This is an optimization exercise on Yosys and OpenROAD, whose aim is small area, a short achievable clock period and few clock cycles per item, not a production implementation.
Where RTL was checked, it was by simulation tests only, not by an equivalence proof against the original.
Power figures rest on the tool's default switching activity, not on a simulated workload.

==> inputs of lagoon <==
==> flow/design.v <==
module fsync_evq #(
    parameter DEPTH = 32,
    parameter AW    = 5,
    parameter W     = 17
) (
    input  wire          clk,
    input  wire          rst,
    input  wire          clear,
    input  wire          push,
    input  wire [W-1:0]  push_data,
    input  wire          pop,
    output wire [W-1:0]  head_data,
    output wire [W-1:0]  last_data,
    output reg  [AW:0]   count
);
    reg [DEPTH*W-1:0] sr;
    reg               wq_push;    
    reg [W-1:0]       wq_data;    
    reg [AW-1:0]      pidx;       
    reg               pempty;     
    assign head_data = pempty ? wq_data : sr[pidx*W +: W];
    assign last_data = wq_data;
    always @(posedge clk) begin
        wq_data <= push_data;
        if (wq_push)
            sr <= {sr[(DEPTH-1)*W-1:0], wq_data};
    end
    always @(posedge clk) begin
        if (rst || clear) begin
            count   <= {(AW+1){1'b0}};
            wq_push <= 1'b0;
            pidx    <= {AW{1'b1}};
            pempty  <= 1'b1;
        end else begin
            wq_push <= push;
            if (push)
                count <= count + 1'b1;
            else if (pop)
                count <= count - 1'b1;
            if (wq_push && !pop) begin
                pidx   <= pidx + 1'b1;
                pempty <= 1'b0;
            end else if (!wq_push && pop) begin
                pidx   <= pidx - 1'b1;
                pempty <= (pidx == {AW{1'b0}});
            end
        end
    end
endmodule
module fsync_ring #(
    parameter DEPTH = 16,
    parameter AW    = 4,
    parameter W     = 16
) (
    input  wire          clk,
    input  wire          rst,
    input  wire          clear,
    input  wire          push,
    input  wire [W-1:0]  push_data,
    input  wire          pop,
    output wire [W-1:0]  head_data,
    output reg  [AW:0]   count
);
    reg [DEPTH*W-1:0] sr;
    reg               wr;         
    reg [AW-1:0]      hidx;       
    assign head_data = sr[hidx*W +: W];
    always @(posedge clk) begin
        if (wr)
            sr <= {sr[(DEPTH-1)*W-1:0], push_data};
    end
    always @(posedge clk) begin
        if (rst || clear) begin
            wr    <= 1'b0;
            count <= {(AW+1){1'b0}};
            hidx  <= {AW{1'b1}};
        end else begin
            wr <= push;
            if (push) begin
                count <= count + 1'b1;
                hidx  <= hidx + 1'b1;
            end else if (pop) begin
                count <= count - 1'b1;
                hidx  <= hidx - 1'b1;
            end
        end
    end
endmodule
module fsync_refmgr (
    input  wire        clk,
    input  wire        rst,
    input  wire        cmd_valid,
    output wire        cmd_ready,
    input  wire [31:0] cmd,
    output reg         done,
    output reg  [7:0]  status_code,
    output reg  [7:0]  last_opc,
    output reg  [31:0] result0,
    output reg  [31:0] result1,
    output reg         direction,
    output reg  [1:0]  p_refs,
    output reg  [1:0]  ref_count,
    output reg  [15:0] ref0,
    output reg  [15:0] ref1,
    output reg  [1:0]  prep_count,
    output reg  [15:0] prep0,
    output reg  [15:0] prep1,
    output wire [4:0]  ring_count,
    output reg  [31:0] next_display,
    output wire [5:0]  evq_count
);
    localparam MAX_REFS = 2;
    localparam RING_CAP = 16;
    localparam EVQ_CAP  = 32;
    localparam OP_NOP        = 8'h00;
    localparam OP_RESET      = 8'h01;
    localparam OP_EV_POP     = 8'h02;
    localparam OP_SET_DIR    = 8'h40;
    localparam OP_SET_PREFS  = 8'h41;
    localparam OP_REF_PREP   = 8'h42;
    localparam OP_REF_UPD    = 8'h43;
    localparam OP_POST_DEC   = 8'h44;
    localparam OP_REV_REMOVE = 8'h45;
    localparam ST_OK          = 8'h00;
    localparam ST_SELF_REF    = 8'h04;
    localparam ST_EMPTY       = 8'h05;
    localparam ST_INSUFF_REFS = 8'h14;
    localparam ST_ILLEGAL     = 8'h20;
    localparam ST_RING_FULL   = 8'h23;
    localparam ST_EVQ_FULL    = 8'h24;
    localparam ST_NOT_IN_LIST = 8'h25;
    localparam ST_STATE       = 8'h26;
    reg         idle;             
    reg         drain;            
    reg         rel2;             
    reg  [31:0] cmd_q;
    reg         cmd_v;
    assign cmd_ready = idle;
    always @(posedge clk) begin
        if (idle)
            cmd_q <= cmd;
    end
    always @(posedge clk) begin
        if (rst)
            cmd_v <= 1'b0;
        else if (idle)
            cmd_v <= cmd_valid;
    end
    wire exec = idle && cmd_v;
    reg         evq_clear;
    reg         evq_push;
    reg  [16:0] evq_push_data;
    reg         evq_pop;
    wire [16:0] evq_head;
    wire [16:0] evq_last;
    reg         ring_clear;
    reg         ring_push;
    reg         ring_pop;
    wire [15:0] ring_head;
    fsync_evq #(.DEPTH(EVQ_CAP), .AW(5), .W(17)) u_evq (
        .clk       (clk),
        .rst       (rst),
        .clear     (evq_clear),
        .push      (evq_push),
        .push_data (evq_push_data),
        .pop       (evq_pop),
        .head_data (evq_head),
        .last_data (evq_last),
        .count     (evq_count)
    );
    fsync_ring #(.DEPTH(RING_CAP), .AW(4), .W(16)) u_ring (
        .clk       (clk),
        .rst       (rst),
        .clear     (ring_clear),
        .push      (ring_push),
        .push_data (evq_last[15:0]),
        .pop       (ring_pop),
        .head_data (ring_head),
        .count     (ring_count)
    );
    wire [7:0]  opc    = cmd_q[31:24];
    wire        fld    = cmd_q[20];
    wire        refb   = cmd_q[19];
    wire [2:0]  ptype  = cmd_q[18:16];
    wire [15:0] frame  = cmd_q[15:0];
    reg legal;
    always @(*) begin
        case (opc)
            OP_NOP, OP_RESET, OP_EV_POP:
                legal = (cmd_q[23:0] == 24'd0);
            OP_SET_DIR:
                legal = (cmd_q[23:1] == 23'd0);
            OP_SET_PREFS:
                legal = (cmd_q[23:2] == 22'd0) && (cmd_q[1:0] == 2'd1 || cmd_q[1:0] == 2'd2);
            OP_REF_PREP:
                legal = (cmd_q[23:21] == 3'd0) && !refb && (ptype <= 3'd3);
            OP_REF_UPD:
                legal = (cmd_q[23:21] == 3'd0) && (ptype == 3'd0);
            OP_POST_DEC:
                legal = (cmd_q[23:20] == 4'd0) && (ptype == 3'd0);
            OP_REV_REMOVE:
                legal = (cmd_q[23:21] == 3'd0) && !refb && (ptype == 3'd0);
            default:
                legal = 1'b0;
        endcase
    end
    reg [1:0] req;
    always @(*) begin
        case (ptype[1:0])
            2'd1:    req = p_refs;
            2'd2:    req = 2'd2;
            default: req = 2'd0;
        endcase
    end
    wire evq_full  = evq_count[5];                               
    wire evq_room2 = (evq_count <= 6'd30);
    wire [6:0] evq_need = {1'b0, evq_count} + {2'b00, ring_count};
    wire evq_room_drain = (evq_need <= 7'd31);                   
    wire ring_full = ring_count[4];
    wire hit0 = (ref_count != 2'd0) && (ref0 == frame);
    wire hit1 = ref_count[1] && (ref1 == frame);
    reg  [31:0] pop_disp;
    wire [31:0] nd_inc = next_display + 32'd1;
    always @(*) begin
        evq_clear     = 1'b0;
        evq_push      = 1'b0;
        evq_push_data = {1'b0, frame};
        evq_pop       = 1'b0;
        ring_clear    = 1'b0;
        ring_push     = 1'b0;
        ring_pop      = 1'b0;
        if (drain) begin
            evq_push      = 1'b1;
            evq_push_data = {1'b1, ring_head};
            ring_pop      = 1'b1;
        end else if (rel2) begin
            evq_push      = 1'b1;
            evq_push_data = evq_last;
        end else if (exec && legal) begin
            case (opc)
                OP_RESET: begin
                    evq_clear  = 1'b1;
                    ring_clear = 1'b1;
                end
                OP_EV_POP: begin
                    evq_pop = (evq_count != 6'd0);
                end
                OP_REF_UPD: begin
                    if (refb && fld && ref_count == MAX_REFS) begin
                        evq_push      = !evq_full;
                        evq_push_data = {1'b0, ref0};
                    end else if (!refb) begin
                        evq_push      = !evq_full;
                    end
                end
                OP_POST_DEC: begin
                    evq_push_data = {1'b1, frame};
                    if (!direction)
                        evq_push = !evq_full;
                    else if (!refb)
                        ring_push = !ring_full;
                    else
                        evq_push = evq_room_drain;
                end
                OP_REV_REMOVE: begin
                    evq_push = (hit0 || hit1) && (fld ? evq_room2 : !evq_full);
                end
                default: ;
            endcase
        end
    end
    always @(posedge clk) begin
        if (rst) begin
            idle         <= 1'b1;
            drain        <= 1'b0;
            rel2         <= 1'b0;
            done         <= 1'b0;
            status_code  <= ST_OK;
            last_opc     <= 8'h00;
            result0      <= 32'd0;
            result1      <= 32'd0;
            direction    <= 1'b0;
            p_refs       <= 2'd1;
            ref_count    <= 2'd0;
            ref0         <= 16'd0;
            ref1         <= 16'd0;
            prep_count   <= 2'd0;
            prep0        <= 16'd0;
            prep1        <= 16'd0;
            next_display <= 32'd0;
            pop_disp     <= 32'd0;
        end else begin
            done <= 1'b0;
            if (drain) begin
                next_display <= nd_inc;
                result1      <= nd_inc;
                if (ring_count == 5'd1) begin
                    drain <= 1'b0;
                    idle  <= 1'b1;
                    done  <= 1'b1;
                end
            end else if (rel2) begin
                rel2 <= 1'b0;
                idle <= 1'b1;
                done <= 1'b1;
            end else if (exec) begin
                last_opc <= opc;
                done     <= 1'b1;
                if (!legal) begin
                    status_code <= ST_ILLEGAL;
                end else begin
                    status_code <= ST_OK;
                    case (opc)
                        OP_NOP: ;
                        OP_RESET: begin
                            result0      <= 32'd0;
                            result1      <= 32'd0;
                            ref_count    <= 2'd0;
                            ref0         <= 16'd0;
                            ref1         <= 16'd0;
                            prep_count   <= 2'd0;
                            prep0        <= 16'd0;
                            prep1        <= 16'd0;
                            next_display <= 32'd0;
                            pop_disp     <= 32'd0;
                        end
                        OP_EV_POP: begin
                            if (evq_count == 6'd0) begin
                                status_code <= ST_EMPTY;
                                result0     <= 32'd0;
                                result1     <= 32'd0;
                            end else begin
                                result0 <= {2'b00, evq_head[16], !evq_head[16], 12'd0, evq_head[15:0]};
                                if (evq_head[16]) begin
                                    result1  <= pop_disp;
                                    pop_disp <= pop_disp + 32'd1;
                                end else begin
                                    result1  <= 32'd0;
                                end
                            end
                        end
                        OP_SET_DIR: begin
                            if (ring_count != 5'd0)
                                status_code <= ST_STATE;
                            else
                                direction <= cmd_q[0];
                        end
                        OP_SET_PREFS: begin
                            p_refs <= cmd_q[1:0];
                        end
                        OP_REF_PREP: begin
                            if (ref_count >= req) begin
                                prep_count <= req;
                                result0    <= {30'd0, req};
                                if (req == 2'd2) begin
                                    prep0 <= ref0;
                                    prep1 <= ref1;
                                end else if (req == 2'd1) begin
                                    prep0 <= ref_count[1] ? ref1 : ref0;
                                    prep1 <= 16'd0;
                                end else begin
                                    prep0 <= 16'd0;
                                    prep1 <= 16'd0;
                                end
                            end else if (fld && req == 2'd1 && ref_count == 2'd0) begin
                                prep_count  <= 2'd1;
                                prep0       <= frame;
                                prep1       <= 16'd0;
                                result0     <= 32'd1;
                                status_code <= ST_SELF_REF;
                            end else begin
                                prep_count  <= 2'd0;
                                prep0       <= 16'd0;
                                prep1       <= 16'd0;
                                result0     <= 32'd0;
                                status_code <= ST_INSUFF_REFS;
                            end
                        end
                        OP_REF_UPD: begin
                            if (refb && fld) begin
                                if (ref_count == MAX_REFS) begin
                                    if (evq_full) begin
                                        status_code <= ST_EVQ_FULL;
                                    end else begin
                                        ref0    <= ref1;
                                        ref1    <= frame;
                                        result0 <= {30'd0, ref_count};
                                    end
                                end else begin
                                    if (ref_count == 2'd0)
                                        ref0 <= frame;
                                    else
                                        ref1 <= frame;
                                    ref_count <= ref_count + 2'd1;
                                    result0   <= {30'd0, ref_count + 2'd1};
                                end
                            end else if (!refb) begin
                                if (evq_full)
                                    status_code <= ST_EVQ_FULL;
                                else
                                    result0 <= {30'd0, ref_count};
                            end else begin
                                result0 <= {30'd0, ref_count};
                            end
                        end
                        OP_POST_DEC: begin
                            if (!direction) begin
                                if (evq_full) begin
                                    status_code <= ST_EVQ_FULL;
                                end else begin
                                    next_display <= nd_inc;
                                    result0      <= 32'd1;
                                    result1      <= nd_inc;
                                end
                            end else if (!refb) begin
                                if (ring_full) begin
                                    status_code <= ST_RING_FULL;
                                end else begin
                                    result0 <= 32'd0;
                                    result1 <= next_display;
                                end
                            end else begin
                                if (!evq_room_drain) begin
                                    status_code <= ST_EVQ_FULL;
                                end else begin
                                    next_display <= nd_inc;
                                    result0      <= {27'd0, ring_count} + 32'd1;
                                    result1      <= nd_inc;
                                    if (ring_count != 5'd0) begin
                                        drain <= 1'b1;
                                        idle  <= 1'b0;
                                        done  <= 1'b0;
                                    end
                                end
                            end
                        end
                        OP_REV_REMOVE: begin
                            if (!(hit0 || hit1)) begin
                                status_code <= ST_NOT_IN_LIST;
                            end else if (fld ? !evq_room2 : evq_full) begin
                                status_code <= ST_EVQ_FULL;
                            end else begin
                                if (hit0)
                                    ref0 <= ref1;
                                ref1      <= 16'd0;
                                ref_count <= ref_count - 2'd1;
                                result0   <= {30'd0, ref_count - 2'd1};
                                if (fld) begin
                                    rel2 <= 1'b1;
                                    idle <= 1'b0;
                                    done <= 1'b0;
                                end
                            end
                        end
                        default: ;
                    endcase
                end
            end
        end
    end
endmodule
==> flow/run.sh <==
#!/bin/bash
# synth_recipe.tcl (not shown) runs the flow's synth.tcl, then flattens the netlist and writes it again
# the make line also repeats each setting of config.mk as NAME=value (left out here)
make -C /OpenROAD-flow-scripts/flow DESIGN_CONFIG=/design/flow/config.mk WORK_HOME=/design/flow/orfs CLKGATE_MAP_FILE= SYNTH_SCRIPT=/design/flow/synth_recipe.tcl finish
==> flow/config.mk <==
export PLATFORM = sky130hd
export DESIGN_NAME = fsync_refmgr
export DESIGN_NICKNAME = fsync_refmgr
export VERILOG_FILES = /design/flow/design.v
export SDC_FILE = /design/flow/constraint.sdc
export NUM_CORES = 4
export LEC_CHECK = 0
export CAP_MARGIN = 20
export CORE_MARGIN = 2
export CORE_UTILIZATION = 40
export SETUP_SLACK_MARGIN = 5
export SLEW_MARGIN = 20
==> flow/constraint.sdc <==
create_clock -name core_clock -period 8.0 [get_ports {clk}]
set_input_delay 1.6000 -clock core_clock [delete_from_list [all_inputs] [get_ports {clk}]]
set_output_delay 1.6000 -clock core_clock [all_outputs]
set_load 0.01 [all_outputs]
==> inputs of fjord, as changes to lagoon <==
--- a/flow/config.mk
+++ b/flow/config.mk
@@ -6,4 +6,5 @@
 export NUM_CORES = 4
 export LEC_CHECK = 0
+export ABC_AREA = 1
 export CAP_MARGIN = 20
 export CORE_MARGIN = 2
==> inputs of juniper, as changes to lagoon <==
--- a/flow/design.v
+++ b/flow/design.v
@@ -15,34 +15,21 @@
 );
     reg [DEPTH*W-1:0] sr;
-    reg               wq_push;    
-    reg [W-1:0]       wq_data;    
-    reg [AW-1:0]      pidx;       
-    reg               pempty;     
-    assign head_data = pempty ? wq_data : sr[pidx*W +: W];
-    assign last_data = wq_data;
-    always @(posedge clk) begin
-        wq_data <= push_data;
-        if (wq_push)
-            sr <= {sr[(DEPTH-1)*W-1:0], wq_data};
+    reg [AW-1:0]      hidx;       
+    assign head_data = sr[hidx*W +: W];
+    assign last_data = sr[W-1:0];
+    always @(posedge clk) begin
+        if (push)
+            sr <= {sr[(DEPTH-1)*W-1:0], push_data};
     end
     always @(posedge clk) begin
         if (rst || clear) begin
-            count   <= {(AW+1){1'b0}};
-            wq_push <= 1'b0;
-            pidx    <= {AW{1'b1}};
-            pempty  <= 1'b1;
-        end else begin
-            wq_push <= push;
-            if (push)
-                count <= count + 1'b1;
-            else if (pop)
-                count <= count - 1'b1;
-            if (wq_push && !pop) begin
-                pidx   <= pidx + 1'b1;
-                pempty <= 1'b0;
-            end else if (!wq_push && pop) begin
-                pidx   <= pidx - 1'b1;
-                pempty <= (pidx == {AW{1'b0}});
-            end
+            count <= {(AW+1){1'b0}};
+            hidx  <= {AW{1'b1}};
+        end else if (push) begin
+            count <= count + 1'b1;
+            hidx  <= hidx + 1'b1;
+        end else if (pop) begin
+            count <= count - 1'b1;
+            hidx  <= hidx - 1'b1;
         end
     end
@@ -63,25 +50,20 @@
 );
     reg [DEPTH*W-1:0] sr;
-    reg               wr;         
     reg [AW-1:0]      hidx;       
     assign head_data = sr[hidx*W +: W];
     always @(posedge clk) begin
-        if (wr)
+        if (push)
             sr <= {sr[(DEPTH-1)*W-1:0], push_data};
     end
     always @(posedge clk) begin
         if (rst || clear) begin
-            wr    <= 1'b0;
             count <= {(AW+1){1'b0}};
             hidx  <= {AW{1'b1}};
-        end else begin
-            wr <= push;
-            if (push) begin
-                count <= count + 1'b1;
-                hidx  <= hidx + 1'b1;
-            end else if (pop) begin
-                count <= count - 1'b1;
-                hidx  <= hidx - 1'b1;
-            end
+        end else if (push) begin
+            count <= count + 1'b1;
+            hidx  <= hidx + 1'b1;
+        end else if (pop) begin
+            count <= count - 1'b1;
+            hidx  <= hidx - 1'b1;
         end
     end
@@ -174,5 +156,5 @@
         .clear     (ring_clear),
         .push      (ring_push),
-        .push_data (evq_last[15:0]),
+        .push_data (cmd_q[15:0]),
         .pop       (ring_pop),
         .head_data (ring_head),
--- a/flow/config.mk
+++ b/flow/config.mk
@@ -9,4 +9,3 @@
 export CORE_MARGIN = 2
 export CORE_UTILIZATION = 40
-export SETUP_SLACK_MARGIN = 5
 export SLEW_MARGIN = 20
==> summary.txt <==
Run status: fjord timing/DRC/antenna clean; juniper timing/DRC/antenna clean; lagoon timing/DRC/antenna clean
Net Sw Frac: fjord 21.0%; juniper 20.6%; lagoon 20.5%
Inverter count of the layout excluding clock inverters: fjord 283; juniper 40; lagoon 33
Met1 usage in global routing: fjord 30.2%; juniper 28.7%; lagoon 26.7%
Distinct cell type count after synthesis: fjord 59; juniper 89; lagoon 76
Min-Delay Startpoint: fjord u_ring.sr[28]$_DFFE_PP_; juniper u_ring.sr[116]$_DFFE_PP_; lagoon u_evq.sr[335]$_DFFE_PP_
Data required time at the worst endpoint: fjord 6.40 ns; juniper 8.33 ns; lagoon 8.62 ns
Slowest stage cell on the critical path: fjord dfxtp_4; juniper buf_4; lagoon edfxtp_1
Placement-stage cell area: fjord 51500 µm²; juniper 48200 µm²; lagoon 48600 µm²
Number of synthesized flops with an enable pin: fjord 848; juniper 832; lagoon 848
Clock slew seen by the registers of the worst setup and hold paths: fjord 0.07 ns; juniper 0.06 ns; lagoon 0.07 ns
Data arrival time of the worst path: fjord 1.51 ns; juniper 5.66 ns; lagoon 4.19 ns
Sum of routed wire segments on met1: fjord 60700 µm; juniper 49700 µm; lagoon 50000 µm
Compound-Gate Fraction of Synth Area: fjord 13.0%; juniper 7.18%; lagoon 6.56%
Skew final: fjord 0.0493 ns; juniper 0.0346 ns; lagoon 0.0263 ns
Leak Pwr: fjord 20.4 nW; juniper 16.7 nW; lagoon 19.5 nW
VDD IR max: fjord 0.000180 V; juniper 0.000191 V; lagoon 0.000189 V
Syn_area_per_cell: fjord 10.1 µm²; juniper 15.5 µm²; lagoon 15.6 µm²
Placement row count: fjord 127; juniper 122; lagoon 122
Relative slew slack: fjord 26.4%; juniper 25.7%; lagoon 25.8%
Clock buf count: fjord 144; juniper 129; lagoon 158
Number of buffers created by CTS: fjord 115; juniper 110; lagoon 113
Testbench counts of juniper, summed over its fixed seeds: cycles 19,261, commands 18,562.
Only the layout flow was run in lagoon and fjord; the RTL was not checked for function there.

afterwards: timing with drivers on the ports:
How much do the figures lean on ideal ports? The routed layouts below were timed once more, with nothing changed but the port constraints.
Step 1 sets driving cells, clkbuf_16 on the clock port and buf_2 on the other inputs (assumed; they add their load-dependent delay and slew).
Step 2 also shifts input and output timing later by t, the mid clock arrival at the registers, as if the neighbouring blocks saw the same clock.
Slacks: ideal / step 1 / step 2; pairs: ideal / step 1.
| run | shift t [ns] | setup slack, ns | worst setup path at the end |
|---|---|---|---|
| lagoon | 0.748 | 4.435 / 4.435 / 4.302 | input to register |
| fjord | 0.787 | 4.891 / 4.811 / 4.291 | input to register |
| juniper | 0.759 | 2.662 / 2.662 / 2.662 | register to register |
After both steps every run listed still meets setup and hold. The setup slack of fjord, which loses most, moves by -0.080 ns with the drivers and by -0.600 ns with both steps.
